This is an optimization exercise on Yosys and OpenROAD, whose aim is small area, a short achievable clock period and few clock cycles per item, not a production implementation.
Where RTL was checked, it was by simulation tests only, not by an equivalence proof against the original.
No driver is modelled on the clock port, so clocking that relies on it looks cheaper here than on a real chip.
No activity file was given, so power comes from the tool's default toggle rates.

==> inputs of job 5875 <==
==> flow/design.v <==
module ccsds_demux (
    input  wire        clk,
    input  wire        rst,            
    input  wire [10:0] cfg_frame_len,  
    input  wire [5:0]  cfg_shl,        
    input  wire        cfg_has_ocf,    
    input  wire        cfg_has_fecf,   
    input  wire        in_valid,
    output wire        in_ready,
    input  wire [7:0]  in_data,
    output reg         out_valid,
    input  wire        out_ready,
    output reg  [7:0]  out_data,
    output wire [2:0]  out_vc,
    output reg         out_sop,        
    output reg         out_eop,        
    output reg         out_close,      
    output reg         out_idle        
);
    localparam [1:0] PH_P = 2'd0, PH_S = 2'd1, PH_D = 2'd2, PH_T = 2'd3;
    reg        skid_v;
    reg  [7:0] skid_d;
    assign in_ready = !skid_v;
    wire       avail = skid_v | in_valid;
    wire [7:0] b     = skid_v ? skid_d : in_data;
    reg ocf_r, fecf_r;
    reg  [1:0]  ph;
    reg  [5:0]  hc;       
    reg  [10:0] fc;       
    reg  [10:0] ccnt;     
    reg         fidle, fnost, past;
    reg  [2:0]  cur_vc;   
    reg  [2:0]  new_vc;   
    assign out_vc = cur_vc;
    reg         wcmp, widl;
    reg  [15:0] wr;
    reg  [20:0] rg [0:6];
    wire        is_P = (ph == PH_P);
    wire        is_S = (ph == PH_S);
    wire        is_D = (ph == PH_D);
    wire        is_T = (ph == PH_T);
    wire [10:0] ftl2 = 11'd2 + (ocf_r ? 11'd4 : 11'd0) + (fecf_r ? 11'd2 : 11'd0);
    wire        last_data = (fc == ftl2);
    wire        last_byte = (fc == 11'd2);
    wire        ftl_z = !ocf_r && !fecf_r;
    wire        wok    = (cur_vc == new_vc) || fidle;
    wire        stall  = (out_valid && !out_ready) || (is_D && !wok);
    wire        fire   = avail && !stall;
    wire        data_byte = is_D && !fidle;
    wire        cz    = (ccnt == 11'd0);
    wire        c1    = (ccnt == 11'd1);
    wire        h1    = !wcmp && wr[1];
    wire        s_open = wcmp || wr[0];
    wire        cont  = fnost || !cz;
    wire        take_cont = cont && s_open;
    wire        take_emit = !cont;
    wire        is_pkt    = take_cont || take_emit;
    wire        new_pkt   = take_emit && (!s_open || !past);
    wire        do_close  = new_pkt && s_open;
    wire        last_cont = last_data || (!fnost && c1);
    wire        ncmp      = wcmp || wr[5];
    wire        forced_end = take_cont && last_cont && (!fnost || !ncmp);
    wire        len_end   = !new_pkt && wcmp && (wr == 16'd0);
    wire        end_pkt   = len_end || forced_end;
    wire        bff       = (b == 8'hFF);
    wire        idle_o    = widl && (h1 ? (!do_close && bff) : 1'b1);
    wire        step = fire && data_byte && is_pkt;
    wire        swap = (rg[6][20:18] == new_vc) && !out_valid;
    integer i;
    always @(posedge clk) begin
        ocf_r  <= cfg_has_ocf;
        fecf_r <= cfg_has_fecf;
        for (i = 1; i < 7; i = i + 1)
            rg[i] <= rg[i-1];
        rg[0] <= swap ? {cur_vc, wcmp, widl, wr} : rg[6];
        if (rst) begin
            skid_v    <= 1'b0;
            out_valid <= 1'b0;
            ph        <= PH_P;
            hc        <= 6'd5;
            cur_vc    <= 3'd0;
            new_vc    <= 3'd0;
            wcmp      <= 1'b0;
            wr[0]     <= 1'b0;
            for (i = 0; i < 7; i = i + 1) begin
                rg[i][20:18] <= i + 1;
                rg[i][17]    <= 1'b0;
                rg[i][0]     <= 1'b0;
            end
        end else begin
            if (skid_v) begin
                if (!stall) skid_v <= 1'b0;
            end else if (in_valid && stall) begin
                skid_v <= 1'b1;
            end
            if (fire)
                out_valid <= data_byte && is_pkt;
            else if (out_ready)
                out_valid <= 1'b0;
            if (swap) begin
                cur_vc <= new_vc;
                {wcmp, widl, wr} <= rg[6][17:0];
            end else if (step) begin
                if (end_pkt) begin
                    wcmp    <= 1'b0;
                    wr[0]   <= 1'b0;
                end else if (new_pkt) begin
                    wcmp    <= 1'b0;
                    widl    <= (b[2:0] == 3'd7);
                    wr[5:0] <= 6'b000011;
                end else if (!wcmp) begin
                    if (wr[1]) widl <= widl && bff;
                    if (wr[4]) wr[15:8] <= b;
                    if (wr[5]) begin
                        wcmp    <= 1'b1;
                        wr[7:0] <= b;
                    end else
                        wr[5:1] <= {wr[4:1], 1'b0};
                end else
                    wr <= wr - 16'd1;
            end
            if (fire) begin
                fc <= fc - 11'd1;
                case (ph)
                PH_P: begin
                    hc <= hc - 6'd1;
                    if (hc == 6'd5) fc <= cfg_frame_len;
                    if (hc == 6'd4) new_vc <= b[3:1];
                    if (hc == 6'd1) ccnt[10:8] <= b[2:0];
                    if (hc == 6'd0) begin
                        ccnt[7:0] <= b;
                        fidle <= ({ccnt[10:8], b} == 11'h7FE);
                        fnost <= ({ccnt[10:8], b} == 11'h7FF);
                        past  <= 1'b0;
                        hc    <= cfg_shl;
                        ph    <= (cfg_shl != 6'd0) ? PH_S : PH_D;
                    end
                end
                PH_S: begin
                    hc <= hc - 6'd1;
                    if (hc == 6'd1) ph <= PH_D;
                end
                PH_D: begin
                    if (!cz) ccnt <= ccnt - 11'd1;
                    if (data_byte && take_emit) past <= 1'b1;
                    if (last_data) begin
                        ph <= ftl_z ? PH_P : PH_T;
                        hc <= 6'd5;
                    end
                end
                PH_T: begin
                    if (last_byte) ph <= PH_P;
                end
                endcase
            end
        end
        if (!skid_v) skid_d <= in_data;
        if (fire) begin
            out_data  <= b;
            out_sop   <= new_pkt;
            out_eop   <= end_pkt;
            out_close <= do_close;
            out_idle  <= idle_o;
        end
    end
endmodule
==> flow/flow/run.sh <==
#!/bin/bash
# Standard ORFS layout; timing repair aimed at a tighter setup margin and
# port buffers of the smallest buffer cell (resized later by repair).
set -euo pipefail
bash standard.sh SETUP_SLACK_MARGIN=7 "BUFFER_PORTS_ARGS=-buffer_cell sky130_fd_sc_hd__buf_1" finish > flow_make.log 2>&1
==> flow/standard.sh <==
#!/bin/bash
# synth_recipe.tcl (not shown) runs the flow's synth.tcl, then flattens the netlist and writes it again
# the make line also repeats each setting of config.mk as NAME=value (left out here)
make -C /OpenROAD-flow-scripts/flow DESIGN_CONFIG=/design/flow/config.mk WORK_HOME=/design/flow/orfs CLKGATE_MAP_FILE= SYNTH_SCRIPT=/design/flow/synth_recipe.tcl "${@:-finish}"
==> flow/config.mk <==
export PLATFORM = sky130hd
export DESIGN_NAME = ccsds_demux
export DESIGN_NICKNAME = ccsds_demux
export VERILOG_FILES = /design/flow/design.v
export SDC_FILE = /design/flow/constraint.sdc
export NUM_CORES = 4
export LEC_CHECK = 0
export CAP_MARGIN = 40
export CORE_MARGIN = 2
export CORE_UTILIZATION = 70
export CTS_CLUSTER_DIAMETER = 80
export CTS_CLUSTER_SIZE = 25
export PLACE_DENSITY = 0.8
export SLEW_MARGIN = 30
export TNS_END_PERCENT = 2
==> flow/constraint.sdc <==
create_clock -name core_clock -period 10.0 [get_ports {clk}]
set_input_delay 2.0000 -clock core_clock [delete_from_list [all_inputs] [get_ports {clk}]]
set_output_delay 2.0000 -clock core_clock [all_outputs]
set_load 0.01 [all_outputs]
==> job 1692: changes against job 5875 <==
==> flow/flow/run.sh (replaced) <==
#!/bin/bash
# Standard ORFS layout with three changes:
#  - timing repair aims at a 7 ns setup margin (the tools otherwise stop
#    at 0 ns slack on the 10 ns clock),
#  - port buffers start as the smallest buffer (repair resizes them),
#  - the clock tree's first H-tree level is taken out after CTS: the root
#    buffer drives the leaf buffers directly (every register still gets
#    its clock through two buffers, balanced).
set -euo pipefail
here=$(pwd)
knobs=(SETUP_SLACK_MARGIN=7 "BUFFER_PORTS_ARGS=-buffer_cell sky130_fd_sc_hd__buf_1")
bash standard.sh "${knobs[@]}" cts > flow_make_cts.log 2>&1
res=$(ls -d "$here"/orfs/results/*/ccsds_demux/base)
RES="$res" openroad -no_init -exit "$here/flow/flat_clk.tcl" > flow_flat_clk.log 2>&1
bash standard.sh "${knobs[@]}" finish > flow_make_finish.log 2>&1
==> flow/flow/flat_clk.tcl (new file) <==
# Remove the first level of the clock H-tree: move the fanout of every clock
# buffer driven by the root buffer onto the root buffer's net.
set p $::env(FLOW_HOME)/platforms/sky130hd
read_lef $p/lef/sky130_fd_sc_hd.tlef
read_lef $p/lef/sky130_fd_sc_hd_merged.lef
read_liberty $p/lib/sky130_fd_sc_hd__tt_025C_1v80.lib
read_db $::env(RES)/4_cts.odb
set block [ord::get_db_block]
set clknet [$block findNet clk]
set roots {}
foreach it [$clknet getITerms] { lappend roots [$it getInst] }
if {[llength $roots] != 1} { puts "clock port drives [llength $roots] cells; left as is"; exit 0 }
set root [lindex $roots 0]
set rootout ""
foreach it [$root getITerms] { if {[$it isOutputSignal]} { set rootout [$it getNet] } }
set l1 {}
foreach it [$rootout getITerms] {
  if {[$it isInputSignal] && [string match "*clkbuf*" [[[$it getInst] getMaster] getName]]} {
    lappend l1 [$it getInst]
  }
}
foreach b $l1 {
  set onet ""
  foreach it [$b getITerms] { if {[$it isOutputSignal]} { set onet [$it getNet] } }
  set n 0
  foreach it [$onet getITerms] {
    if {[$it getInst] eq $b} continue
    $it disconnect
    $it connect $rootout
    incr n
  }
  puts "removed [$b getName]: $n loads moved to [$rootout getName]"
  odb::dbInst_destroy $b
  odb::dbNet_destroy $onet
}
write_db $::env(RES)/4_cts.odb
--- a/flow/config.mk
+++ b/flow/config.mk
@@ -14,2 +14 @@
 export SLEW_MARGIN = 30
-export TNS_END_PERCENT = 2
==> job 9006: changes against job 5875 <==
==> flow/design.v, changed modules only <==
module ccsds_demux (
    input  wire        clk,
    input  wire        rst,            
    input  wire [10:0] cfg_frame_len,  
    input  wire [5:0]  cfg_shl,        
    input  wire        cfg_has_ocf,    
    input  wire        cfg_has_fecf,   
    input  wire        in_valid,
    output wire        in_ready,
    input  wire [7:0]  in_data,
    output reg         out_valid,
    input  wire        out_ready,
    output reg  [7:0]  out_data,
    output wire [2:0]  out_vc,
    output reg         out_sop,        
    output reg         out_eop,        
    output reg         out_close,      
    output reg         out_idle        
);
    localparam [1:0] PH_P = 2'd0, PH_S = 2'd1, PH_D = 2'd2, PH_T = 2'd3;
    reg        skid_v;
    reg  [7:0] skid_d;
    assign in_ready = !skid_v;
    wire       avail = skid_v | in_valid;
    wire [7:0] b     = skid_v ? skid_d : in_data;
    reg ocf_r, fecf_r;
    reg  [1:0]  ph;
    reg  [5:0]  hc;       
    reg  [10:0] fc;       
    reg  [10:0] ccnt;     
    reg         fidle, fnost, past;
    reg  [2:0]  cur_vc;   
    reg  [2:0]  new_vc;   
    assign out_vc = cur_vc;
    reg         wcmp, widl;
    reg  [15:0] wr;
    reg  [20:0] rg [0:6];
    wire        is_P = (ph == PH_P);
    wire        is_S = (ph == PH_S);
    wire        is_D = (ph == PH_D);
    wire        is_T = (ph == PH_T);
    wire [10:0] ftl2 = 11'd2 + (ocf_r ? 11'd4 : 11'd0) + (fecf_r ? 11'd2 : 11'd0);
    wire        last_data = (fc == ftl2);
    wire        last_byte = (fc == 11'd2);
    wire        ftl_z = !ocf_r && !fecf_r;
    wire        wok    = (cur_vc == new_vc) || fidle;
    wire        stall  = (out_valid && !out_ready) || (is_D && !wok);
    wire        fire   = avail && !stall;
    wire        data_byte = is_D && !fidle;
    wire        cz    = (ccnt == 11'd0);
    wire        c1    = (ccnt == 11'd1);
    wire [2:0]  h     = wr[2:0];
    wire        h1    = !wcmp && (h == 3'd1);
    wire        s_open = wcmp || (h != 3'd0);
    wire        cont  = fnost || !cz;
    wire        take_cont = cont && s_open;
    wire        take_emit = !cont;
    wire        is_pkt    = take_cont || take_emit;
    wire        new_pkt   = take_emit && (!s_open || !past);
    wire        do_close  = new_pkt && s_open;
    wire        last_cont = last_data || (!fnost && c1);
    wire        ncmp      = wcmp || (h == 3'd5);
    wire        forced_end = take_cont && last_cont && (!fnost || !ncmp);
    wire        len_end   = !new_pkt && wcmp && (wr == 16'd0);
    wire        end_pkt   = len_end || forced_end;
    wire        bff       = (b == 8'hFF);
    wire        idle_o    = widl && (h1 ? (!do_close && bff) : 1'b1);
    wire        step = fire && data_byte && is_pkt;
    wire        swap = (rg[6][20:18] == new_vc) && !out_valid;
    integer i;
    always @(posedge clk) begin
        ocf_r  <= cfg_has_ocf;
        fecf_r <= cfg_has_fecf;
        for (i = 1; i < 7; i = i + 1)
            rg[i] <= rg[i-1];
        rg[0] <= swap ? {cur_vc, wcmp, widl, wr} : rg[6];
        if (rst) begin
            skid_v    <= 1'b0;
            out_valid <= 1'b0;
            ph        <= PH_P;
            hc        <= 6'd0;
            cur_vc    <= 3'd0;
            new_vc    <= 3'd0;
            wcmp      <= 1'b0;
            wr[2:0]   <= 3'd0;
            for (i = 0; i < 7; i = i + 1) begin
                rg[i][20:18] <= i + 1;
                rg[i][17]    <= 1'b0;
                rg[i][2:0]   <= 3'd0;
            end
        end else begin
            if (skid_v) begin
                if (!stall) skid_v <= 1'b0;
            end else if (in_valid && stall) begin
                skid_v <= 1'b1;
            end
            if (fire)
                out_valid <= data_byte && is_pkt;
            else if (out_ready)
                out_valid <= 1'b0;
            if (swap) begin
                cur_vc <= new_vc;
                {wcmp, widl, wr} <= rg[6][17:0];
            end else if (step) begin
                if (end_pkt) begin
                    wcmp    <= 1'b0;
                    wr[2:0] <= 3'd0;
                end else if (new_pkt) begin
                    wcmp    <= 1'b0;
                    widl    <= (b[2:0] == 3'd7);
                    wr[2:0] <= 3'd1;
                end else if (!wcmp) begin
                    if (h == 3'd1) widl <= widl && bff;
                    if (h == 3'd4) wr[15:8] <= b;
                    if (h == 3'd5) begin
                        wcmp    <= 1'b1;
                        wr[7:0] <= b;
                    end else
                        wr[2:0] <= h + 3'd1;
                end else
                    wr <= wr - 16'd1;
            end
            if (fire) begin
                fc <= fc - 11'd1;
                case (ph)
                PH_P: begin
                    hc <= hc + 6'd1;
                    if (hc == 6'd0) fc <= cfg_frame_len;
                    if (hc == 6'd1) new_vc <= b[3:1];
                    if (hc == 6'd4) ccnt[10:8] <= b[2:0];
                    if (hc == 6'd5) begin
                        ccnt[7:0] <= b;
                        fidle <= ({ccnt[10:8], b} == 11'h7FE);
                        fnost <= ({ccnt[10:8], b} == 11'h7FF);
                        past  <= 1'b0;
                        hc    <= cfg_shl;
                        ph    <= (cfg_shl != 6'd0) ? PH_S : PH_D;
                    end
                end
                PH_S: begin
                    hc <= hc - 6'd1;
                    if (hc == 6'd1) ph <= PH_D;
                end
                PH_D: begin
                    if (!cz) ccnt <= ccnt - 11'd1;
                    if (data_byte && take_emit) past <= 1'b1;
                    if (last_data) begin
                        ph <= ftl_z ? PH_P : PH_T;
                        hc <= 6'd0;
                    end
                end
                PH_T: begin
                    if (last_byte) ph <= PH_P;
                end
                endcase
            end
        end
        if (!skid_v) skid_d <= in_data;
        if (fire) begin
            out_data  <= b;
            out_sop   <= new_pkt;
            out_eop   <= end_pkt;
            out_close <= do_close;
            out_idle  <= idle_o;
        end
    end
endmodule
==> flow/run.sh (new file) <==
#!/bin/bash
# synth_recipe.tcl (not shown) runs the flow's synth.tcl, then flattens the netlist and writes it again
# the make line also repeats each setting of config.mk as NAME=value (left out here)
make -C /OpenROAD-flow-scripts/flow DESIGN_CONFIG=/design/flow/config.mk WORK_HOME=/design/flow/orfs CLKGATE_MAP_FILE= SYNTH_SCRIPT=/design/flow/synth_recipe.tcl finish
==> flow/config.mk (replaced) <==
export PLATFORM = sky130hd
export DESIGN_NAME = ccsds_demux
export DESIGN_NICKNAME = ccsds_demux
export VERILOG_FILES = /design/flow/design.v
export SDC_FILE = /design/flow/constraint.sdc
export NUM_CORES = 4
export LEC_CHECK = 0
export CAP_MARGIN = 20
export CORE_MARGIN = 2
export CORE_UTILIZATION = 60
export CTS_BUF_LIST = sky130_fd_sc_hd__clkbuf_4 sky130_fd_sc_hd__clkbuf_8
export CTS_CLUSTER_SIZE = 30
export SETUP_SLACK_MARGIN = 5
export SLEW_MARGIN = 20
removed: flow/flow/run.sh
removed: flow/standard.sh
==> notes.md <==
item	job 1692	job 9006	job 5875
Worst setup path endpoint	wr[11]	ccnt[3]	wr[8]
Inverters, non-clock	25	20	25
Switching share of total power	29.0%	21.8%	28.6%
Count of plain and timing-repair buffers	66	51	69
Result of the run	timing/DRC/antenna clean	timing/DRC/antenna clean	timing/DRC/antenna clean
Met3 capacity usage during global routing	4.52%	3.85%	3.48%
Vias	5573	5576	5564
Number of standard-cell rows in the floorplan	39	42	39
Hold Crit Endpoint	rg[5][13]	rg[4][13]	rg[6][12]
Post-synthesis compound-gate area fraction	9.88%	10.0%	9.88%
CTS root buffer	sky130_fd_sc_hd__clkbuf_16	sky130_fd_sc_hd__clkbuf_8	sky130_fd_sc_hd__clkbuf_16
Sequential cell area in the final layout	5100 um2	5070 um2	5100 um2
Detailed-route wire length	16600 um	16300 um	16500 um
Well Taps	143	176	143
Synth Area per Inst	11.0 um2	10.7 um2	11.0 um2
Sum of routed wire segments on met1	6880 um	7480 um	6900 um
Via count of the first global-routing pass	5600	5579	5446
Global-route wire length before repair	27300 um	26900 um	27000 um
Routing usage on met1	35.5%	30.3%	35.3%
Layout Area Growth over Synthesis	10.9%	16.1%	11.0%
Count of multi-input gates	455	485	455
Testbench counts of job 5875, summed over its fixed seeds: cycles 197,997, bytes 197,840.
Testbench counts of job 1692, summed over its fixed seeds: cycles 197,997, bytes 197,840.
No functional check of the RTL was part of job 9006.

[re-timing with driven ports]
How much do the figures lean on ideal ports? The routed layouts below were timed once more, with nothing changed but the port constraints.
Step 1, drivers: a clkbuf_16 drives clk and a buf_2 each remaining input, both assumed.
Step 2 moves the port delays by t, midway between the first and last clock arrival at a register: inputs arrive t later, outputs are due t later. That takes back most of the time a late clock gives input paths.
Three values: ideal ports, drivers, drivers and shift; two values: the first two.
run | shift t [ns] | slack for setup (ns) | worst register clock-pin slew, ns
job 5875 | 0.490 | 6.877 / 6.866 / 6.375 | 0.10 / 0.10
job 1692 | 0.439 | 6.800 / 6.783 / 6.345 | 0.10 / 0.10
job 9006 | 0.531 | 5.253 / 5.264 / 4.733 | 0.07 / 0.07
After both steps setup and hold are still met in every run listed. For job 9006, which loses most, drivers alone change the setup slack by +0.011 ns; drivers and shift together by -0.520 ns.
